This is an optimization exercise on Yosys and OpenROAD, whose aim is small area, a short achievable clock period and few clock cycles, not a production implementation.
In this exercise RTL edits were held to simulation tests only and were not proved equivalent to the original.
Power is estimated from default activity; no workload was simulated.

===== config.mk =====
export PLATFORM = sky130hd
export DESIGN_NAME = csx_core
export DESIGN_NICKNAME = csx_core
export VERILOG_FILES = /design/flow/design.v
export SDC_FILE = /design/flow/constraint.sdc
export NUM_CORES = 4
export LEC_CHECK = 0
export ABC_AREA = 1
export CAP_MARGIN = 20
export CORE_MARGIN = 2
export CORE_UTILIZATION = 50
export PLACE_DENSITY = 0.65
export SLEW_MARGIN = 20

===== constraint.sdc =====
create_clock -name core_clock -period 200.0 [get_ports {clk}]
set_input_delay 40.0000 -clock core_clock [delete_from_list [all_inputs] [get_ports {clk}]]
set_output_delay 40.0000 -clock core_clock [all_outputs]
set_load 0.01 [all_outputs]

===== design.v =====
module csx_core (
    input  wire        clk,
    input  wire        rst,       
    input  wire        req,
    input  wire        we,
    input  wire [7:0]  sel,
    input  wire [15:0] wdata,
    output wire        ack,
    output wire [15:0] rdata
);
    reg [7:0]  sum;
    reg [10:0] status;            
    reg [7:0]  t00;    
    reg [7:0]  t01;    
    reg [7:0]  t02;    
    reg [7:0]  t03;    
    reg [7:0]  t04;    
    reg [7:0]  t05;    
    reg [7:0]  t06;    
    reg [7:0]  t07;    
    reg [7:0]  t08;    
    reg [7:0]  t09;    
    reg [7:0]  t10;    
    reg [7:0]  t11;    
    reg [7:0]  t12;    
    reg [7:0]  t13;    
    reg [7:0]  t14;    
    reg [7:0]  t15;    
    reg [7:0]  t16;    
    reg [7:0]  t17;    
    reg [7:0]  t18;    
    reg [7:0]  t19;    
    reg [7:0]  t20;    
    reg [7:0]  t21;    
    reg [7:0]  t22;    
    reg [7:0]  t23;    
    reg [7:0]  t24;    
    reg [7:0]  t25;    
    reg [7:0]  t26;    
    reg [7:0]  t27;    
    reg [7:0]  t28;    
    reg [7:0]  t29;    
    reg [7:0]  t30;    
    reg [7:0]  t31;    
    reg [7:0]  t32;    
    reg [7:0]  t33;    
    reg [5:0]  tlen;
    reg [7:0]  b00;    
    reg [7:0]  b01;    
    reg [7:0]  b02;    
    reg [7:0]  b03;    
    reg [7:0]  b04;    
    reg [7:0]  b05;    
    reg [7:0]  b06;    
    reg [7:0]  b07;    
    reg [7:0]  b08;    
    reg [7:0]  b09;    
    reg [7:0]  b10;    
    reg [7:0]  b11;    
    reg [7:0]  b12;    
    reg [7:0]  b13;    
    reg [7:0]  b14;    
    reg [7:0]  b15;    
    reg [7:0]  b16;    
    reg [7:0]  b17;    
    reg [7:0] f_gap;
    reg [7:0] f_outl;
    reg [7:0] f_red;
    reg [7:0] f_green;
    reg [7:0] f_blue;
    reg [7:0] f_alpha;
    reg [6:0] f_splitdist;
    reg        f_recoil;
    reg [7:0] f_fgap;
    reg [2:0] f_color;
    reg        f_drawoutl;
    reg [3:0] f_inner;
    reg [3:0] f_outer;
    reg [3:0] f_ratio;
    reg [7:0] f_thick;
    reg [2:0] f_style;
    reg        f_dot;
    reg        f_guwv;
    reg        f_usealpha;
    reg        f_t;
    reg [12:0] f_size;
    reg        ack_r;
    reg [12:0] rdata_r;
    reg        rtxt_r;           
    assign ack = ack_r;
    localparam [3:0] S_IDLE = 4'd0,
                     S_PACK = 4'd1,
                     S_CKG  = 4'd2,
                     S_B2T  = 4'd3,
                     S_CLRB = 4'd4,
                     S_MAC  = 4'd5,
                     S_CKV  = 4'd6,
                     S_UNPK = 4'd7,
                     S_MACH = 4'd8,
                     S_B2P  = 4'd9;
    localparam [2:0] E_FORMAT = 3'd1,
                     E_CODE   = 3'd2,
                     E_RANGE  = 3'd3,
                     E_ILLCMD = 3'd4;
    reg [3:0] state;
    reg       composite;         
    reg [5:0] cnt;               
    reg [7:0] fetch_r;           
    wire idle   = (state == S_IDLE);
    wire first  = idle && req && !ack_r;         
    wire hw     = first && we;                   
    wire is_cmd = hw && (sel == 8'h71);
    reg  [7:0] wd_r;
    wire tw     = ack_r && req && we && idle;
    wire b2t_first = (cnt == 6'd1);
    wire b2t_last  = (cnt == 6'd36);
    wire [7:0] isel = (state == S_B2T || state == S_B2P) ? (8'h30 + {3'd0, cnt[5:1]})
                                                         : {2'b00, cnt};
    wire [7:0] rsel = idle ? sel : isel;
    reg  [12:0] rmux;
    always @* begin
        case (rsel)
        8'h00: rmux = {5'd0, t00};
        8'h01: rmux = {5'd0, t01};
        8'h02: rmux = {5'd0, t02};
        8'h03: rmux = {5'd0, t03};
        8'h04: rmux = {5'd0, t04};
        8'h05: rmux = {5'd0, t05};
        8'h06: rmux = {5'd0, t06};
        8'h07: rmux = {5'd0, t07};
        8'h08: rmux = {5'd0, t08};
        8'h09: rmux = {5'd0, t09};
        8'h0A: rmux = {5'd0, t10};
        8'h0B: rmux = {5'd0, t11};
        8'h0C: rmux = {5'd0, t12};
        8'h0D: rmux = {5'd0, t13};
        8'h0E: rmux = {5'd0, t14};
        8'h0F: rmux = {5'd0, t15};
        8'h10: rmux = {5'd0, t16};
        8'h11: rmux = {5'd0, t17};
        8'h12: rmux = {5'd0, t18};
        8'h13: rmux = {5'd0, t19};
        8'h14: rmux = {5'd0, t20};
        8'h15: rmux = {5'd0, t21};
        8'h16: rmux = {5'd0, t22};
        8'h17: rmux = {5'd0, t23};
        8'h18: rmux = {5'd0, t24};
        8'h19: rmux = {5'd0, t25};
        8'h1A: rmux = {5'd0, t26};
        8'h1B: rmux = {5'd0, t27};
        8'h1C: rmux = {5'd0, t28};
        8'h1D: rmux = {5'd0, t29};
        8'h1E: rmux = {5'd0, t30};
        8'h1F: rmux = {5'd0, t31};
        8'h20: rmux = {5'd0, t32};
        8'h21: rmux = {5'd0, t33};
        8'h22: rmux = {7'd0, tlen};
        8'h30: rmux = {5'd0, b00};
        8'h31: rmux = {5'd0, b01};
        8'h32: rmux = {5'd0, b02};
        8'h33: rmux = {5'd0, b03};
        8'h34: rmux = {5'd0, b04};
        8'h35: rmux = {5'd0, b05};
        8'h36: rmux = {5'd0, b06};
        8'h37: rmux = {5'd0, b07};
        8'h38: rmux = {5'd0, b08};
        8'h39: rmux = {5'd0, b09};
        8'h3A: rmux = {5'd0, b10};
        8'h3B: rmux = {5'd0, b11};
        8'h3C: rmux = {5'd0, b12};
        8'h3D: rmux = {5'd0, b13};
        8'h3E: rmux = {5'd0, b14};
        8'h3F: rmux = {5'd0, b15};
        8'h40: rmux = {5'd0, b16};
        8'h41: rmux = {5'd0, b17};
        8'h48: rmux = {5'd0, sum};
        8'h50: rmux = {5'd0, f_gap};
        8'h51: rmux = {5'd0, f_outl};
        8'h52: rmux = {5'd0, f_red};
        8'h53: rmux = {5'd0, f_green};
        8'h54: rmux = {5'd0, f_blue};
        8'h55: rmux = {5'd0, f_alpha};
        8'h56: rmux = {6'd0, f_splitdist};
        8'h57: rmux = {12'd0, f_recoil};
        8'h58: rmux = {5'd0, f_fgap};
        8'h59: rmux = {10'd0, f_color};
        8'h5A: rmux = {12'd0, f_drawoutl};
        8'h5B: rmux = {9'd0, f_inner};
        8'h5C: rmux = {9'd0, f_outer};
        8'h5D: rmux = {9'd0, f_ratio};
        8'h5E: rmux = {5'd0, f_thick};
        8'h5F: rmux = {10'd0, f_style};
        8'h60: rmux = {12'd0, f_dot};
        8'h61: rmux = {12'd0, f_guwv};
        8'h62: rmux = {12'd0, f_usealpha};
        8'h63: rmux = {12'd0, f_t};
        8'h64: rmux = f_size;
        8'h70: rmux = {2'd0, status};
        default: rmux = 13'd0;
        endcase
    end
    wire [7:0] txt_wd, rd_txt;
    csx_tcenc u_tcenc (.i(wd_r), .o(txt_wd));
    wire       txt_clr = (state == S_PACK && composite) || (state == S_B2P);
    wire [7:0] fixc    = (cnt == 6'd1) ? 8'h02 : (cnt == 6'd2) ? 8'h12 : (cnt == 6'd3) ? 8'h06 : (cnt == 6'd4) ? 8'h0E : 8'h74;
    wire [7:0] tbus    = txt_clr ? 8'h00 : b2t_wr ? fixc : txt_wd;
    csx_tcdec u_tcdec (.i(rdata_r[7:0]), .o(rd_txt));
    assign rdata = rtxt_r ? {8'd0, rd_txt} : {3'b000, rdata_r};
    localparam [149:0] DIG_2P144 = {6'd2, 6'd8, 6'd51, 6'd45, 6'd23, 6'd54, 6'd12, 6'd17, 6'd6, 6'd7, 6'd4, 6'd4, 6'd19, 6'd28, 6'd27, 6'd6, 6'd25, 6'd47, 6'd14, 6'd26, 6'd59, 6'd4, 6'd27, 6'd38, 6'd16};
    wire [149:0] digits = {t33[5:0], t32[5:0], t31[5:0], t30[5:0], t29[5:0], t27[5:0], t26[5:0], t25[5:0], t24[5:0], t23[5:0], t21[5:0], t20[5:0], t19[5:0], t18[5:0], t17[5:0], t15[5:0], t14[5:0], t13[5:0], t12[5:0], t11[5:0], t09[5:0], t08[5:0], t07[5:0], t06[5:0], t05[5:0]};
    wire wf_text = (tlen == 6'd34) &&
        (t00 == 8'h02) && (t01 == 8'h12) && (t02 == 8'h06) && (t03 == 8'h0E) && (t04 == 8'h74) && (t10 == 8'h74) && (t16 == 8'h74) && (t22 == 8'h74) && (t28 == 8'h74) &&
        (t05[7:6] == 2'b00) && (t05[5:1] != 5'h1F) &&
        (t06[7:6] == 2'b00) && (t06[5:1] != 5'h1F) &&
        (t07[7:6] == 2'b00) && (t07[5:1] != 5'h1F) &&
        (t08[7:6] == 2'b00) && (t08[5:1] != 5'h1F) &&
        (t09[7:6] == 2'b00) && (t09[5:1] != 5'h1F) &&
        (t11[7:6] == 2'b00) && (t11[5:1] != 5'h1F) &&
        (t12[7:6] == 2'b00) && (t12[5:1] != 5'h1F) &&
        (t13[7:6] == 2'b00) && (t13[5:1] != 5'h1F) &&
        (t14[7:6] == 2'b00) && (t14[5:1] != 5'h1F) &&
        (t15[7:6] == 2'b00) && (t15[5:1] != 5'h1F) &&
        (t17[7:6] == 2'b00) && (t17[5:1] != 5'h1F) &&
        (t18[7:6] == 2'b00) && (t18[5:1] != 5'h1F) &&
        (t19[7:6] == 2'b00) && (t19[5:1] != 5'h1F) &&
        (t20[7:6] == 2'b00) && (t20[5:1] != 5'h1F) &&
        (t21[7:6] == 2'b00) && (t21[5:1] != 5'h1F) &&
        (t23[7:6] == 2'b00) && (t23[5:1] != 5'h1F) &&
        (t24[7:6] == 2'b00) && (t24[5:1] != 5'h1F) &&
        (t25[7:6] == 2'b00) && (t25[5:1] != 5'h1F) &&
        (t26[7:6] == 2'b00) && (t26[5:1] != 5'h1F) &&
        (t27[7:6] == 2'b00) && (t27[5:1] != 5'h1F) &&
        (t29[7:6] == 2'b00) && (t29[5:1] != 5'h1F) &&
        (t30[7:6] == 2'b00) && (t30[5:1] != 5'h1F) &&
        (t31[7:6] == 2'b00) && (t31[5:1] != 5'h1F) &&
        (t32[7:6] == 2'b00) && (t32[5:1] != 5'h1F) &&
        (t33[7:6] == 2'b00) && (t33[5:1] != 5'h1F) &&
        1'b1;
    wire t2b_ovf = (digits >= DIG_2P144);
    wire [143:0] bufv = {b00, b01, b02, b03, b04, b05, b06, b07, b08, b09, b10, b11, b12, b13, b14, b15, b16, b17};
    wire [149:0] dg_in = {t33[5:0], t32[5:0], t31[5:0], t30[5:0], t29[5:0], t27[5:0], t26[5:0], t25[5:0], t24[5:0], t23[5:0], t21[5:0], t20[5:0], t19[5:0], t18[5:0], t17[5:0], t15[5:0], t14[5:0], t13[5:0], t12[5:0], t11[5:0], t09[5:0], t08[5:0], t07[5:0], t06[5:0], t05[5:0]};
    reg  [5:0]  mac_s;
    reg         mac_c;
    wire [71:0] lo_a = {bufv[65:0], fetch_r[5:0]};    
    wire [71:0] lo_b = {~bufv[70:0], 1'b1};
    wire [71:0] hi_a = {bufv[137:72], mac_s};
    wire [71:0] hi_b = ~{bufv[142:72], mac_s[5]};
    reg  [71:0] lo_s, hi_s;
    reg  [72:0] lo_c, hi_c;
    integer     m;
    always @* begin
        lo_c[0] = 1'b1;
        hi_c[0] = mac_c;
        for (m = 0; m < 72; m = m + 1) begin
            lo_s[m]   = lo_a[m] ^ lo_b[m] ^ lo_c[m];
            lo_c[m+1] = (lo_a[m] & lo_b[m]) | (lo_a[m] & lo_c[m]) | (lo_b[m] & lo_c[m]);
            hi_s[m]   = hi_a[m] ^ hi_b[m] ^ hi_c[m];
            hi_c[m+1] = (hi_a[m] & hi_b[m]) | (hi_a[m] & hi_c[m]) | (hi_b[m] & hi_c[m]);
        end
    end
    wire [143:0] mac = {hi_s, lo_s};
    wire       mac_last = (cnt == 6'd4);    
    wire [5:0] cnt_dn   = (cnt == 6'd29 || cnt == 6'd23 || cnt == 6'd17 || cnt == 6'd11)
                          ? cnt - 6'd2 : cnt - 6'd1;
    wire [3:0]   nib = cnt[0] ? fetch_r[7:4] : fetch_r[3:0];
    reg  [149:0] dg;
    reg  [5:0]   dk;
    reg          cy, co;
    integer      k, st;
    always @* begin
        dg = dg_in;
        for (st = 3; st >= 0; st = st - 1) begin
            cy = nib[st];
            for (k = 0; k < 24; k = k + 1) begin
                dk = dg[6 * k +: 6];
                co = dk[5] | (&dk[4:0]);
                dg[6 * k +: 6] = {dk[4:0] + {4'd0, co}, cy};
                cy = co;
            end
            dg[149:144] = {4'd0, dg[144], cy};
        end
    end
    function [15:0] csa;     
        input [7:0] a, b, c;
        begin
            csa[15:8] = a ^ b ^ c;
            csa[7:0]  = {(a[6:0] & b[6:0]) | (a[6:0] & c[6:0]) | (b[6:0] & c[6:0]), 1'b0};
        end
    endfunction
    wire [15:0] k1 = csa(b01, b02, b03);
    wire [15:0] k2 = csa(b04, b05, b06);
    wire [15:0] k3 = csa(b07, b08, b09);
    wire [15:0] k4 = csa(b10, b11, b12);
    wire [15:0] k5 = csa(b13, b14, b15);
    wire [15:0] k6 = csa(k1[15:8], k1[7:0], k2[15:8]);
    wire [15:0] k7 = csa(k2[7:0],  k3[15:8], k3[7:0]);
    wire [15:0] k8 = csa(k4[15:8], k4[7:0], k5[15:8]);
    wire [15:0] k9 = csa(k6[15:8], k6[7:0], k7[15:8]);
    wire [15:0] ka = csa(k7[7:0],  k8[15:8], k8[7:0]);
    wire [15:0] kb = csa(k9[15:8], k9[7:0], ka[15:8]);
    wire [15:0] kc = csa(kb[15:8], kb[7:0], ka[7:0]);
    wire [15:0] kd = csa(kc[15:8], kc[7:0], k5[7:0]);
    wire [15:0] ke = csa(kd[15:8], kd[7:0], b16);
    wire [15:0] kf = csa(ke[15:8], ke[7:0], b17);
    wire [7:0]  ck15 = kd[15:8] + kd[7:0];
    wire [7:0]  ck17 = kf[15:8] + kf[7:0];
    function [6:0] range_check;    
        input [7:0] outl;
        input [3:0] inner, outer, ratio;
        input [7:0] thick;
        input [2:0] style;
        begin
            if (outl > 8'd6)         range_check = {1'b1, 1'b1, 5'd1};
            else if (inner > 4'd10)  range_check = {1'b1, 1'b1, 5'd11};
            else if (outer < 4'd3)   range_check = {1'b1, 1'b0, 5'd12};
            else if (outer > 4'd10)  range_check = {1'b1, 1'b1, 5'd12};
            else if (ratio > 4'd10)  range_check = {1'b1, 1'b1, 5'd13};
            else if (thick > 8'd63)  range_check = {1'b1, 1'b1, 5'd14};
            else if (style > 3'd5)   range_check = {1'b1, 1'b1, 5'd15};
            else                     range_check = 7'd0;
        end
    endfunction
    wire [6:0] unpk_chk = range_check(b03, b10[7:4], b11[3:0], b11[7:4], b12, b13[3:1]);
    wire [6:0] pack_chk = range_check(f_outl, f_inner, f_outer, f_ratio, f_thick, f_style);
    wire [7:0] cw      = wdata[7:0];
    wire       done    = ack_r && req;       
    wire       ckv_ok  = (b00 == ck15);
    wire       unpk_wr = !unpk_chk[6] &&
                         ((state == S_UNPK) || (state == S_CKV && composite && ckv_ok));
    wire       pack_wr = (state == S_PACK);
    wire       ckg_wr  = (state == S_CKG);
    wire       clr_wr  = (state == S_CLRB);
    wire       mac_lo  = (state == S_MAC);
    wire       mac_hi  = (state == S_MAC) || (state == S_MACH);
    wire       b2t_wr  = (state == S_B2T);
    wire [7:0] bbus    = clr_wr ? 8'h00 : ckg_wr ? ck17 : wdata[7:0];
    always @(posedge clk) begin
        rdata_r <= rmux;
        rtxt_r  <= (rsel <= 8'h21);
        fetch_r <= (state == S_CKG) ? ck17 : rmux[7:0];
        wd_r    <= wdata[7:0];
        if (rst) begin
            state  <= S_IDLE;
            status <= 11'd0;
            ack_r  <= 1'b0;
        end else begin
            if (done) ack_r <= 1'b0;
            case (state)
            S_IDLE: begin
                if (first && !is_cmd) ack_r <= 1'b1;
                if (is_cmd) begin
                    composite <= (cw == 8'h04) || (cw == 8'h08);
                    ack_r     <= 1'b1;          
                    cnt       <= 6'd0;
                    if (status[2:0] != 3'd0) begin
                        if (cw == 8'h09) status <= 11'd0;
                    end else begin
                        case (cw)
                        8'h01, 8'h04: begin
                            if (!wf_text)
                                status <= {8'd0, E_FORMAT};
                            else if (t2b_ovf)
                                status <= {6'd0, 2'd1, E_CODE};
                            else begin
                                state <= S_CLRB;
                                ack_r <= 1'b0;
                                cnt   <= 6'd33;
                            end
                        end
                        8'h02: state <= S_CKV;
                        8'h03: state <= S_UNPK;
                        8'h05, 8'h08: begin
                            if (pack_chk[6])
                                status <= {pack_chk[5], pack_chk[4:0], 2'd0, E_RANGE};
                            else begin
                                state <= S_PACK;
                                ack_r <= (cw == 8'h05);
                            end
                        end
                        8'h06: state <= S_CKG;
                        8'h07: begin
                            state <= S_B2P;
                            ack_r <= 1'b0;
                        end
                        8'h09:   status <= 11'd0;
                        default: status <= {8'd0, E_ILLCMD};
                        endcase
                    end
                end
            end
            S_PACK: state <= composite ? S_CKG : S_IDLE;
            S_CKG: begin
                state <= composite ? S_B2T : S_IDLE;
                cnt   <= 6'd1;
            end
            S_B2P: begin
                state <= S_B2T;
                cnt   <= 6'd1;
            end
            S_B2T: begin
                cnt <= cnt + 6'd1;
                if (cnt == 6'd35) ack_r <= 1'b1;
                if (b2t_last) state <= S_IDLE;
            end
            S_CLRB: begin
                mac_s <= 6'd0;
                mac_c <= 1'b1;
                cnt   <= cnt_dn;
                state <= S_MAC;
            end
            S_MAC: begin
                mac_s <= bufv[71:66];
                mac_c <= lo_c[72];
                cnt   <= cnt_dn;
                if (mac_last) begin
                    state <= S_MACH;
                    if (!composite) ack_r <= 1'b1;
                end
            end
            S_MACH: begin
                if (composite) begin
                    state <= S_CKV;
                    ack_r <= 1'b1;
                end else
                    state <= S_IDLE;
            end
            S_CKV: begin
                if (!ckv_ok)
                    status <= {6'd0, 2'd2, E_CODE};
                else if (composite && unpk_chk[6])
                    status <= {unpk_chk[5], unpk_chk[4:0], 2'd0, E_RANGE};
                state <= S_IDLE;
            end
            S_UNPK: begin
                if (unpk_chk[6])
                    status <= {unpk_chk[5], unpk_chk[4:0], 2'd0, E_RANGE};
                state <= S_IDLE;
            end
            default: state <= S_IDLE;
            endcase
        end
    end
    always @(posedge clk) begin
        if (state == S_CKG)      sum <= ck17;
        else if (state == S_CKV) sum <= ck15;
        if (hw && sel == 8'h22)       tlen <= wdata[5:0];
        else if (b2t_wr && b2t_first) tlen <= 6'd34;
    end
    always @(posedge clk)
        if ((tw && sel == 8'h00) || (b2t_wr && cnt == 6'd1)) t00 <= tbus;    
    always @(posedge clk)
        if ((tw && sel == 8'h01) || (b2t_wr && cnt == 6'd2)) t01 <= tbus;    
    always @(posedge clk)
        if ((tw && sel == 8'h02) || (b2t_wr && cnt == 6'd3)) t02 <= tbus;    
    always @(posedge clk)
        if ((tw && sel == 8'h03) || (b2t_wr && cnt == 6'd4)) t03 <= tbus;    
    always @(posedge clk)
        if ((tw && sel == 8'h04) || (b2t_wr && cnt == 6'd5)) t04 <= tbus;    
    always @(posedge clk)
        if ((tw && sel == 8'h05) || txt_clr) t05 <= tbus;
        else if (b2t_wr) t05 <= {2'b00, dg[5:0]};
    always @(posedge clk)
        if ((tw && sel == 8'h06) || txt_clr) t06 <= tbus;
        else if (b2t_wr) t06 <= {2'b00, dg[11:6]};
    always @(posedge clk)
        if ((tw && sel == 8'h07) || txt_clr) t07 <= tbus;
        else if (b2t_wr) t07 <= {2'b00, dg[17:12]};
    always @(posedge clk)
        if ((tw && sel == 8'h08) || txt_clr) t08 <= tbus;
        else if (b2t_wr) t08 <= {2'b00, dg[23:18]};
    always @(posedge clk)
        if ((tw && sel == 8'h09) || txt_clr) t09 <= tbus;
        else if (b2t_wr) t09 <= {2'b00, dg[29:24]};
    always @(posedge clk)
        if ((tw && sel == 8'h0A) || (b2t_wr && cnt == 6'd5)) t10 <= tbus;    
    always @(posedge clk)
        if ((tw && sel == 8'h0B) || txt_clr) t11 <= tbus;
        else if (b2t_wr) t11 <= {2'b00, dg[35:30]};
    always @(posedge clk)
        if ((tw && sel == 8'h0C) || txt_clr) t12 <= tbus;
        else if (b2t_wr) t12 <= {2'b00, dg[41:36]};
    always @(posedge clk)
        if ((tw && sel == 8'h0D) || txt_clr) t13 <= tbus;
        else if (b2t_wr) t13 <= {2'b00, dg[47:42]};
    always @(posedge clk)
        if ((tw && sel == 8'h0E) || txt_clr) t14 <= tbus;
        else if (b2t_wr) t14 <= {2'b00, dg[53:48]};
    always @(posedge clk)
        if ((tw && sel == 8'h0F) || txt_clr) t15 <= tbus;
        else if (b2t_wr) t15 <= {2'b00, dg[59:54]};
    always @(posedge clk)
        if ((tw && sel == 8'h10) || (b2t_wr && cnt == 6'd5)) t16 <= tbus;    
    always @(posedge clk)
        if ((tw && sel == 8'h11) || txt_clr) t17 <= tbus;
        else if (b2t_wr) t17 <= {2'b00, dg[65:60]};
    always @(posedge clk)
        if ((tw && sel == 8'h12) || txt_clr) t18 <= tbus;
        else if (b2t_wr) t18 <= {2'b00, dg[71:66]};
    always @(posedge clk)
        if ((tw && sel == 8'h13) || txt_clr) t19 <= tbus;
        else if (b2t_wr) t19 <= {2'b00, dg[77:72]};
    always @(posedge clk)
        if ((tw && sel == 8'h14) || txt_clr) t20 <= tbus;
        else if (b2t_wr) t20 <= {2'b00, dg[83:78]};
    always @(posedge clk)
        if ((tw && sel == 8'h15) || txt_clr) t21 <= tbus;
        else if (b2t_wr) t21 <= {2'b00, dg[89:84]};
    always @(posedge clk)
        if ((tw && sel == 8'h16) || (b2t_wr && cnt == 6'd5)) t22 <= tbus;    
    always @(posedge clk)
        if ((tw && sel == 8'h17) || txt_clr) t23 <= tbus;
        else if (b2t_wr) t23 <= {2'b00, dg[95:90]};
    always @(posedge clk)
        if ((tw && sel == 8'h18) || txt_clr) t24 <= tbus;
        else if (b2t_wr) t24 <= {2'b00, dg[101:96]};
    always @(posedge clk)
        if ((tw && sel == 8'h19) || txt_clr) t25 <= tbus;
        else if (b2t_wr) t25 <= {2'b00, dg[107:102]};
    always @(posedge clk)
        if ((tw && sel == 8'h1A) || txt_clr) t26 <= tbus;
        else if (b2t_wr) t26 <= {2'b00, dg[113:108]};
    always @(posedge clk)
        if ((tw && sel == 8'h1B) || txt_clr) t27 <= tbus;
        else if (b2t_wr) t27 <= {2'b00, dg[119:114]};
    always @(posedge clk)
        if ((tw && sel == 8'h1C) || (b2t_wr && cnt == 6'd5)) t28 <= tbus;    
    always @(posedge clk)
        if ((tw && sel == 8'h1D) || txt_clr) t29 <= tbus;
        else if (b2t_wr) t29 <= {2'b00, dg[125:120]};
    always @(posedge clk)
        if ((tw && sel == 8'h1E) || txt_clr) t30 <= tbus;
        else if (b2t_wr) t30 <= {2'b00, dg[131:126]};
    always @(posedge clk)
        if ((tw && sel == 8'h1F) || txt_clr) t31 <= tbus;
        else if (b2t_wr) t31 <= {2'b00, dg[137:132]};
    always @(posedge clk)
        if ((tw && sel == 8'h20) || txt_clr) t32 <= tbus;
        else if (b2t_wr) t32 <= {2'b00, dg[143:138]};
    always @(posedge clk)
        if ((tw && sel == 8'h21) || txt_clr) t33 <= tbus;
        else if (b2t_wr) t33 <= {2'b00, dg[149:144]};
    always @(posedge clk)
        if (mac_hi) b00 <= mac[143:136];
        else if (pack_wr) b00 <= 8'h00;
        else if (clr_wr || ckg_wr || (hw && sel == 8'h30)) b00 <= bbus;
    always @(posedge clk)
        if (mac_hi) b01 <= mac[135:128];
        else if (pack_wr) b01 <= 8'h01;
        else if (clr_wr || (hw && sel == 8'h31)) b01 <= bbus;
    always @(posedge clk)
        if (mac_hi) b02 <= mac[127:120];
        else if (pack_wr) b02 <= f_gap;
        else if (clr_wr || (hw && sel == 8'h32)) b02 <= bbus;
    always @(posedge clk)
        if (mac_hi) b03 <= mac[119:112];
        else if (pack_wr) b03 <= f_outl;
        else if (clr_wr || (hw && sel == 8'h33)) b03 <= bbus;
    always @(posedge clk)
        if (mac_hi) b04 <= mac[111:104];
        else if (pack_wr) b04 <= f_red;
        else if (clr_wr || (hw && sel == 8'h34)) b04 <= bbus;
    always @(posedge clk)
        if (mac_hi) b05 <= mac[103:96];
        else if (pack_wr) b05 <= f_green;
        else if (clr_wr || (hw && sel == 8'h35)) b05 <= bbus;
    always @(posedge clk)
        if (mac_hi) b06 <= mac[95:88];
        else if (pack_wr) b06 <= f_blue;
        else if (clr_wr || (hw && sel == 8'h36)) b06 <= bbus;
    always @(posedge clk)
        if (mac_hi) b07 <= mac[87:80];
        else if (pack_wr) b07 <= f_alpha;
        else if (clr_wr || (hw && sel == 8'h37)) b07 <= bbus;
    always @(posedge clk)
        if (mac_hi) b08 <= mac[79:72];
        else if (pack_wr) b08 <= {f_recoil, f_splitdist};
        else if (clr_wr || (hw && sel == 8'h38)) b08 <= bbus;
    always @(posedge clk)
        if (mac_lo) b09 <= mac[71:64];
        else if (pack_wr) b09 <= f_fgap;
        else if (clr_wr || (hw && sel == 8'h39)) b09 <= bbus;
    always @(posedge clk)
        if (mac_lo) b10 <= mac[63:56];
        else if (pack_wr) b10 <= {f_inner, f_drawoutl, f_color};
        else if (clr_wr || (hw && sel == 8'h3A)) b10 <= bbus;
    always @(posedge clk)
        if (mac_lo) b11 <= mac[55:48];
        else if (pack_wr) b11 <= {f_ratio, f_outer};
        else if (clr_wr || (hw && sel == 8'h3B)) b11 <= bbus;
    always @(posedge clk)
        if (mac_lo) b12 <= mac[47:40];
        else if (pack_wr) b12 <= f_thick;
        else if (clr_wr || (hw && sel == 8'h3C)) b12 <= bbus;
    always @(posedge clk)
        if (mac_lo) b13 <= mac[39:32];
        else if (pack_wr) b13 <= {f_t, f_usealpha, f_guwv, f_dot, f_style, 1'b0};
        else if (clr_wr || (hw && sel == 8'h3D)) b13 <= bbus;
    always @(posedge clk)
        if (mac_lo) b14 <= mac[31:24];
        else if (pack_wr) b14 <= f_size[7:0];
        else if (clr_wr || (hw && sel == 8'h3E)) b14 <= bbus;
    always @(posedge clk)
        if (mac_lo) b15 <= mac[23:16];
        else if (pack_wr) b15 <= {3'b000, f_size[12:8]};
        else if (clr_wr || (hw && sel == 8'h3F)) b15 <= bbus;
    always @(posedge clk)
        if (mac_lo) b16 <= mac[15:8];
        else if (pack_wr) b16 <= 8'h00;
        else if (clr_wr || (hw && sel == 8'h40)) b16 <= bbus;
    always @(posedge clk)
        if (mac_lo) b17 <= mac[7:0];
        else if (pack_wr) b17 <= 8'h00;
        else if (clr_wr || (hw && sel == 8'h41)) b17 <= bbus;
    always @(posedge clk)
        if (hw && sel == 8'h50) f_gap <= wdata[7:0];
        else if (unpk_wr) f_gap <= b02;
    always @(posedge clk)
        if (hw && sel == 8'h51) f_outl <= wdata[7:0];
        else if (unpk_wr) f_outl <= b03;
    always @(posedge clk)
        if (hw && sel == 8'h52) f_red <= wdata[7:0];
        else if (unpk_wr) f_red <= b04;
    always @(posedge clk)
        if (hw && sel == 8'h53) f_green <= wdata[7:0];
        else if (unpk_wr) f_green <= b05;
    always @(posedge clk)
        if (hw && sel == 8'h54) f_blue <= wdata[7:0];
        else if (unpk_wr) f_blue <= b06;
    always @(posedge clk)
        if (hw && sel == 8'h55) f_alpha <= wdata[7:0];
        else if (unpk_wr) f_alpha <= b07;
    always @(posedge clk)
        if (hw && sel == 8'h56) f_splitdist <= wdata[6:0];
        else if (unpk_wr) f_splitdist <= b08[6:0];
    always @(posedge clk)
        if (hw && sel == 8'h57) f_recoil <= wdata[0];
        else if (unpk_wr) f_recoil <= b08[7];
    always @(posedge clk)
        if (hw && sel == 8'h58) f_fgap <= wdata[7:0];
        else if (unpk_wr) f_fgap <= b09;
    always @(posedge clk)
        if (hw && sel == 8'h59) f_color <= wdata[2:0];
        else if (unpk_wr) f_color <= b10[2:0];
    always @(posedge clk)
        if (hw && sel == 8'h5A) f_drawoutl <= wdata[0];
        else if (unpk_wr) f_drawoutl <= b10[3];
    always @(posedge clk)
        if (hw && sel == 8'h5B) f_inner <= wdata[3:0];
        else if (unpk_wr) f_inner <= b10[7:4];
    always @(posedge clk)
        if (hw && sel == 8'h5C) f_outer <= wdata[3:0];
        else if (unpk_wr) f_outer <= b11[3:0];
    always @(posedge clk)
        if (hw && sel == 8'h5D) f_ratio <= wdata[3:0];
        else if (unpk_wr) f_ratio <= b11[7:4];
    always @(posedge clk)
        if (hw && sel == 8'h5E) f_thick <= wdata[7:0];
        else if (unpk_wr) f_thick <= b12;
    always @(posedge clk)
        if (hw && sel == 8'h5F) f_style <= wdata[2:0];
        else if (unpk_wr) f_style <= b13[3:1];
    always @(posedge clk)
        if (hw && sel == 8'h60) f_dot <= wdata[0];
        else if (unpk_wr) f_dot <= b13[4];
    always @(posedge clk)
        if (hw && sel == 8'h61) f_guwv <= wdata[0];
        else if (unpk_wr) f_guwv <= b13[5];
    always @(posedge clk)
        if (hw && sel == 8'h62) f_usealpha <= wdata[0];
        else if (unpk_wr) f_usealpha <= b13[6];
    always @(posedge clk)
        if (hw && sel == 8'h63) f_t <= wdata[0];
        else if (unpk_wr) f_t <= b13[7];
    always @(posedge clk)
        if (hw && sel == 8'h64) f_size <= wdata[12:0];
        else if (unpk_wr) f_size <= {b15[4:0], b14};
endmodule
module csx_tcenc (i, o);
  input wire [7:0] i;
  output wire [7:0] o;
  wire _000_;
  wire _001_;
  wire _002_;
  wire _003_;
  wire _004_;
  wire _005_;
  wire _006_;
  wire _007_;
  wire _008_;
  wire _009_;
  wire _010_;
  wire _011_;
  wire _012_;
  wire _013_;
  wire _014_;
  wire _015_;
  wire _016_;
  wire _017_;
  wire _018_;
  wire _019_;
  wire _020_;
  wire _021_;
  wire _022_;
  wire _023_;
  wire _024_;
  wire _025_;
  wire _026_;
  wire _027_;
  wire _028_;
  wire _029_;
  wire _030_;
  wire _031_;
  wire _032_;
  wire _033_;
  wire _034_;
  wire _035_;
  wire _036_;
  wire _037_;
  wire _038_;
  wire _039_;
  wire _040_;
  wire _041_;
  wire _042_;
  wire _043_;
  wire _044_;
  wire _045_;
  wire _046_;
  wire _047_;
  wire _048_;
  wire _049_;
  wire _050_;
  wire _051_;
  wire _052_;
  wire _053_;
  wire _054_;
  wire _055_;
  wire _056_;
  wire _057_;
  wire _058_;
  wire _059_;
  wire _060_;
  assign _000_ = ~i[1];
  assign _001_ = ~(i[0] | i[2] | i[3] | i[4]);
  assign _002_ = ~i[6];
  assign _003_ = ~(i[0] | i[2]);
  assign _004_ = ~i[2];
  assign _005_ = ~i[3];
  assign _006_ = ~((_000_ & _004_) | _005_);
  assign _007_ = ~(i[4] & _006_);
  assign _008_ = ~(_003_ | _007_);
  assign _009_ = ~((_000_ & _001_) | _002_ | i[7] | _008_);
  assign _010_ = ~((_000_ | _004_) & _006_);
  assign _011_ = ~((i[4] & i[5] & _010_) | i[7]);
  assign _012_ = ~(i[6] | _011_);
  assign o[6] = ~(_009_ | _012_);
  assign _013_ = ~(~i[7] & _002_);
  assign _014_ = ~i[5];
  assign _015_ = ~(i[1] | i[0]);
  assign _016_ = ~i[4];
  assign _017_ = ~(_005_ | _016_);
  assign _018_ = ~(i[2] & _017_);
  assign _019_ = ~i[0];
  assign _020_ = ~(_000_ | _019_ | _017_);
  assign _021_ = ~(_019_ | i[6] | _020_);
  assign _022_ = ~(_015_ | _020_);
  assign _023_ = ~(_002_ | _022_);
  assign _024_ = ~((i[0] & _002_) | i[1] | _018_);
  assign _025_ = ~((_018_ & _021_) | _023_ | _024_);
  assign _026_ = ~(i[5] | _001_);
  assign _027_ = ~(_019_ & _002_);
  assign _028_ = ~(i[4] | _014_ | _015_);
  assign _029_ = ~((_016_ & i[5]) | i[1]);
  assign _030_ = ~(_028_ | _029_);
  assign _031_ = ~((_017_ | _027_) & _014_);
  assign _032_ = ~((_027_ | _030_) & _031_);
  assign _033_ = ~(_025_ & _032_);
  assign _034_ = ~((_025_ | _026_) & _033_);
  assign _035_ = ~(_000_ | _019_);
  assign _036_ = ~_034_;
  assign _037_ = ~((_019_ | _002_) & _018_);
  assign _038_ = ~((_014_ & _027_ & _037_) | i[7]);
  assign _039_ = ~((_015_ | _034_) & (_035_ | _036_) & _038_);
  assign _040_ = ~(_014_ & _039_);
  assign _041_ = ~((_004_ | _039_) & _009_ & _040_);
  assign _042_ = ~(i[3] | i[4] | _041_);
  assign o[5] = ~((_007_ | _013_) & (_014_ | _042_));
  assign _043_ = ~(_007_ | _013_);
  assign _044_ = ~(i[5] | _035_);
  assign _045_ = ~(_004_ | _044_);
  assign _046_ = ~(_028_ | _045_);
  assign _047_ = ~(_013_ | _046_);
  assign _048_ = ~(i[4] | _047_);
  assign _049_ = ~(_005_ | _048_);
  assign _050_ = ~((i[4] & _041_) | _042_ | _049_);
  assign o[4] = ~((_014_ & _043_) | _050_);
  assign _051_ = ~((_013_ | _046_) & _041_);
  assign _052_ = ~(_016_ | _014_ | _013_);
  assign _053_ = ~_052_;
  assign _054_ = ~((_003_ | _053_) & (_043_ | _051_) & i[3]);
  assign o[3] = ((i[3] | _051_) & _054_);
  assign _055_ = ~(_005_ | _000_);
  assign _056_ = ~((_004_ | _053_ | _055_) & (i[2] | _052_));
  assign _057_ = ~(_039_ | _056_);
  assign o[2] = ~((_039_ & _056_) | _057_);
  assign _058_ = ~(_038_ & _036_);
  assign o[1] = ~((_000_ | _038_) & _058_);
  assign _059_ = ~((_019_ | _002_) & _027_);
  assign _060_ = ~(o[6] & _059_);
  assign o[0] = ~((o[6] | _059_) & _060_);
  assign o[7] = i[7];
endmodule
module csx_tcdec (i, o);
  input wire [7:0] i;
  output wire [7:0] o;
  wire _000_;
  wire _001_;
  wire _002_;
  wire _003_;
  wire _004_;
  wire _005_;
  wire _006_;
  wire _007_;
  wire _008_;
  wire _009_;
  wire _010_;
  wire _011_;
  wire _012_;
  wire _013_;
  wire _014_;
  wire _015_;
  wire _016_;
  wire _017_;
  wire _018_;
  wire _019_;
  wire _020_;
  wire _021_;
  wire _022_;
  wire _023_;
  wire _024_;
  wire _025_;
  wire _026_;
  wire _027_;
  wire _028_;
  wire _029_;
  wire _030_;
  wire _031_;
  wire _032_;
  wire _033_;
  wire _034_;
  wire _035_;
  wire _036_;
  wire _037_;
  wire _038_;
  wire _039_;
  wire _040_;
  wire _041_;
  wire _042_;
  wire _043_;
  wire _044_;
  wire _045_;
  wire _046_;
  wire _047_;
  wire _048_;
  wire _049_;
  wire _050_;
  wire _051_;
  wire _052_;
  wire _053_;
  wire _054_;
  wire _055_;
  assign _000_ = ~i[3];
  assign _001_ = ~i[4];
  assign _002_ = ~(i[2] | i[1] | i[0]);
  assign _003_ = ~(~i[7] & i[6]);
  assign _004_ = ~i[0];
  assign _005_ = ~i[1];
  assign _006_ = ~(_004_ | _005_);
  assign _007_ = ~(i[2] | _006_);
  assign _008_ = ~(_000_ | _001_ | _007_);
  assign _009_ = ~((_000_ & _001_ & _002_) | _003_ | _008_);
  assign _010_ = ~(i[4] & i[5]);
  assign _011_ = ~i[2];
  assign _012_ = ~(i[6] | i[7]);
  assign _013_ = ~((_011_ | _010_) & _012_);
  assign _014_ = ~_013_;
  assign _015_ = ~((_000_ | _010_) & _014_);
  assign _016_ = ~_015_;
  assign _017_ = ~(i[6] | _016_);
  assign o[6] = ~(_009_ | _017_);
  assign _018_ = ~i[5];
  assign _019_ = ~(_000_ | _001_);
  assign _020_ = ~((i[2] | i[1] | i[5]) & _019_ & _014_);
  assign _021_ = ~(_011_ | _005_);
  assign _022_ = ~(i[0] & _021_);
  assign _023_ = ~((i[5] | _002_) & _022_ & _009_);
  assign _024_ = ~(i[3] | i[4] | _023_);
  assign o[5] = ~((_018_ & _020_) | _024_);
  assign _025_ = ~_020_;
  assign _026_ = ~((_018_ & _022_) | _013_ | _002_);
  assign _027_ = ~((i[3] & _026_) | _024_);
  assign _028_ = ~((i[3] | _023_) & i[4]);
  assign o[4] = ~((_018_ & _025_) | (_027_ & _028_));
  assign _029_ = ~(_026_ | ~_023_);
  assign _030_ = ~(i[3] | _029_);
  assign _031_ = ~((i[3] & _029_) | _030_);
  assign o[3] = ~((_003_ | _010_) & (_025_ | _031_));
  assign _032_ = ~(_018_ | _019_);
  assign _033_ = ~_032_;
  assign _034_ = ~((_004_ | _032_) & (i[0] | _033_) & _009_);
  assign _035_ = ~_034_;
  assign _036_ = ~(_013_ & _021_);
  assign _037_ = ~(_023_ & _036_);
  assign _038_ = ~(i[0] | i[1]);
  assign _039_ = ~(i[5] & _038_);
  assign _040_ = ~((_007_ | _021_) & _032_);
  assign _041_ = ~(_037_ & _039_ & _040_);
  assign _042_ = ~(_038_ | _006_);
  assign _043_ = ~(_004_ | o[5]);
  assign _044_ = ~((_004_ & o[5]) | _043_);
  assign _045_ = ~(_042_ | _044_);
  assign _046_ = ~(_011_ & o[6]);
  assign _047_ = ~(i[2] & _045_);
  assign _048_ = ~((_045_ | _046_) & _014_ & _047_);
  assign o[2] = ~((_011_ | _012_ | _035_) & _041_ & _048_);
  assign _049_ = ~(_015_ | _044_);
  assign _050_ = ~(_005_ & _049_);
  assign _051_ = ~((_005_ | _049_) & _050_);
  assign _052_ = ~(_011_ | _010_);
  assign _053_ = ~((_052_ | _034_) & _051_);
  assign o[1] = ~((_034_ | _051_) & _053_);
  assign _054_ = ~(_009_ | _016_);
  assign _055_ = ~(i[0] & _054_);
  assign o[0] = ~((i[0] | _054_) & _055_);
  assign o[7] = i[7];
endmodule

===== run.sh =====
#!/bin/bash
# synth_recipe.tcl (not shown) runs the flow's synth.tcl, then flattens the netlist and writes it again
# the make line also repeats each setting of config.mk as NAME=value (left out here)
make -C /OpenROAD-flow-scripts/flow DESIGN_CONFIG=/design/flow/config.mk WORK_HOME=/design/flow/orfs CLKGATE_MAP_FILE= SYNTH_SCRIPT=/design/flow/synth_recipe.tcl finish

==> results by group <==
Clock network
  – Root Driver: clkbuf_16
  – CTS tree: yes
  – Clk slew on worst S/H paths: 0.06 ns
  – H-tree Lvls: 3
  – Hold-fix buffers, CTS: 0
  – Clk sinks: about 600
  – Resized Gates After CTS: 0
  – Total setup buffers inserted after CTS: 0
  – Skew-Pair Late Insertion Delay: roughly 0.68 ns
  – Total CTS buffers: 75
  – CTS Buffer Depth: 3

Logic synthesis
  – Primary FF master, synth: edfxtp_1
  – Seq cells post-synth: ~600
  – Sequential-to-total area share from yosys stat: 0.366
  – Synthesized area per cell: 8.08 sq um
  – Synth Instances: ~6000
  – Distinct cells, synth: a little under 70
  – EDFF count, synth: approximately 550
  – Yosys warning count: 1
  – Synthesized area: approximately 48000 sq um
  – Synth async-reset ratio: 0

Timing
  – Min cycle time layout: about 44 ns
  – Post-route clock period utilization: 0.219
  – Sum of negative setup slack: 0 ns
  – Max Freq: 22.8 MHz
  – Worst relative slew slack: 0.167
  – # setup viols final: 0
  – Slew @ Worst Pin: between 1 and 1.5 ns
  – Slew Limit Fails: 0
  – RSZ-0062 raised after global routing: no
  – Final Hold Violating Endpoints: 0
  – Skew final: approximately 0.038 ns

Cells and area
  – P&R area growth vs syn: 8.88%
  – Top flop regs: f_size (13), rdata_r (13), status (10)
  – Commonest non-fill, non-tap cell in the layout: nand2_1
  – Fraction of layout cells with a size suffix above 1: 0.0499
  – Area of the multi-input gates: roughly 27000 sq um
  – Fill cell count: between 9000 and 10000
  – Register Area: ~17000 sq um
  – Most frequent cells in the layout: 1537 x nand2_1, 676 x inv_1, 595 x nor2_1
  – Final instance area: about 52000 sq um
  – Final Net Count: 6425

Global routing
  – All-Layer GR Usage: 0.465
  – Residual overflow from global routing: 0
  – First-pass GRT wire length: about 320000 um
  – Largest net degree at the start of global routing: 73
  – Vias in the first global route: roughly 43000
  – Initial antenna violation count: 14

Worst setup path
  – CP Launch Type: input port
  – WP data required: between 200 and 250 ns
  – CP Buf/Inv Count: 5
  – Largest stage delay, worst path: 0.76 ns
  – Worst EP arrival: around 44 ns
  – CP Max Fanout: 42
  – Type of the worst setup path: in -> reg
  – Cell family with most CP delay: simple AND/OR/NAND/NOR gates
  – Crit-path slowest cell: clkdlybuf4s50_1
  – Crit end category: register
  – Worst path cell trace: clkdlybuf4s50_1 > inv_1 > o21ai_1 > inv_1 > nand2_2 > nor2_4 > buf_4 > inv_2 > nor2_1 > nand2_1 > nand2_1 > nor2_1 > nand2_1 > nor2_1 > nand3_1 > or2_1
  – Setup slack, reg-to-reg: between 150 and 200 ns

Placement
  – GPL Wtd Cong: between 1 and 1.5
  – Hpwl dp: around 180000 um
  – Port bufs: 38
  – Cell Area, Placed: about 50000 sq um

Detailed routing
  – Wire per inst: 31.7 um
  – DRT Pass-1 Iters: 6
  – Antenna viol nets, final: 0
  – Vias post-DR: approximately 46000
  – # DRC: 0
  – Detailed-route wire length: about 230000 um
  – Avg Vias per Cell: 6.27
  – First DRT Iteration DRCs: ~6700

Power and ir drop
  – Peak VDD IR: about 5.2 uV
  – Leak pwr: around 23 nW
  – Pwr Density: 5.68 nW/um^2
  – Tot Pwr: roughly 300 uW

Floorplanning
  – Die Wd: 313 um
  – Initial Utilization: 0.503
  – Die Y: roughly 310 um
  – Total die area: around 98000 sq um
  – FP Rows: roughly 110
  – I/O Pins: 45
  – Core area: 94900 sq um

Hold path
  – Worst Hold Class: reg -> reg

Run
  – Maxcap violations: 0

Run status
  – Status: finished clean
-- worst min-delay path: stages, from the launching register on --
cell and delay (ns):
dfxtp_1 0.31, nand2_1 0.07, a21oi_1 0.06
-- power by group --
part | total (mW) | switching [mW] | leakage [nW] | internal (mW)
sequential | 0.136 | 0.000639 | 5.44 | 0.136
combinational | 0.0197 | 0.0151 | 16.0 | 0.00467
clock | 0.139 | 0.0606 | 1.16 | 0.0785
-- Yosys cell counts (all sizes together), types with 2 or more instances --
cell type | number | area, sq um
a211oi | 2 | 15.0
a21boi | 2 | 15.0
a21oi | 95 | 475
a221oi | 2 | 17.5
a22oi | 35 | 263
a31oi | 14 | 106
a41o | 2 | 20.0
and2 | 6 | 37.5
and3 | 2 | 12.5
buf | 46 | 261
clkbuf | 110 | 413
clkinv | 3 | 11.3
dfxtp | 45 | 901
edfxtp | 552 | 16600
fa | 234 | 4680
ha | 228 | 2850
inv | 696 | 2620
nand2 | 1553 | 5880
nand3 | 512 | 2580
nand3b | 7 | 52.6
nand4 | 114 | 719
nor2 | 648 | 2620
nor3 | 73 | 380
nor3b | 6 | 45.0
nor4 | 23 | 150
o2111ai | 5 | 43.8
o211ai | 68 | 510
o21a | 2 | 15.0
o21ai | 444 | 2240
o21bai | 4 | 41.3
o221ai | 12 | 105
o22ai | 6 | 37.5
o311ai | 4 | 35.0
o31ai | 13 | 97.6
o41ai | 3 | 26.3
or2 | 27 | 169
xnor2 | 135 | 1180
xor2 | 167 | 1460
-- stage by stage --
stage | hold slack [ns] | std cells | util | setup slack, ns
2_1_floorplan | 0.433 | 5912 | - | 157.95
4_1_cts | 0.480 | 7260 | 0.548 | 156.32
3_3_place_gp | 0.465 | 7123 | 0.523 | 155.67
5_1_grt | 0.520 | 7261 | 0.548 | 156.04
6_report | 0.494 | 7267 | 0.548 | 156.14
3_5_place_dp | 0.465 | 7123 | 0.523 | 155.72
-- layout make-up --
cell class              instances  area share
flip-flops and latches        597       0.336
diodes                          7    0.000337
inverters                     699      0.0505
multi-input cells            4460       0.520
clock buffers                  98      0.0392
well taps                    1265      0.0304
repair buffers                102      0.0166
clock inverters                39     0.00686
-- routing by layer --
| metal | track usage | vias to the layer above | part of all wire |
|---|---|---|---|
| met4 | 0.356 | 4 | 0.094 |
| met3 | 0.104 | 743 | 0.11 |
| li1 | - | 19700 | - |
| met1 | 0.579 | 21900 | 0.37 |
| met5 | 0 | - | 0.00010 |
| met2 | 0.707 | 3145 | 0.43 |
-- cells by family after synthesis --
group / Yosys count / synth area share
xor+xnor: 302 / 0.0554
compound gates: 720 / 0.0864
fa+ha+maj: 462 / 0.158
buf+inv: 855 / 0.0691
simple gates: 2973 / 0.265
flops: 597 / 0.366
other cells: 1 / 0.0000785
-- worst paths after layout --
kind              cells after the start         end      start
hold reg to reg                       2   status[4]  status[4]
hold / removal                        2   status[4]  status[4]
setup / recovery                     16  rdata_r[2]     sel[5]
setup reg to reg                     76      b00[7]   mac_s[5]
Testbench counts, summed over its fixed seeds: cycles 18,816.

==> separate check: timing with driven ports <==
Ports are ideal in the flow. The routed layout listed here was re-timed in OpenROAD.
Step 1: set_driving_cell puts a clkbuf_16 on clk and a buf_2 on each other input, an assumption about the parent block.
Step 2 times the ports against the registers' clock, not the clock port: input delays grow and output delays shrink by t, the midpoint of the rising clock arrivals with the driver on.
Slacks: ideal / step 1 / step 2; pairs: ideal / step 1.
shift t [ns]: 0.733
setup slack, ns: 156.140 / 156.188 / 155.455
hold WS [ns]: 0.494 / 0.494 / 0.494
worst setup path at the end: input to register
worst data-port slew with drivers (ns): 0.09
After both steps setup and hold are still met in this run. The setup slack of this run moves by +0.048 ns with the drivers and by -0.685 ns with both steps.
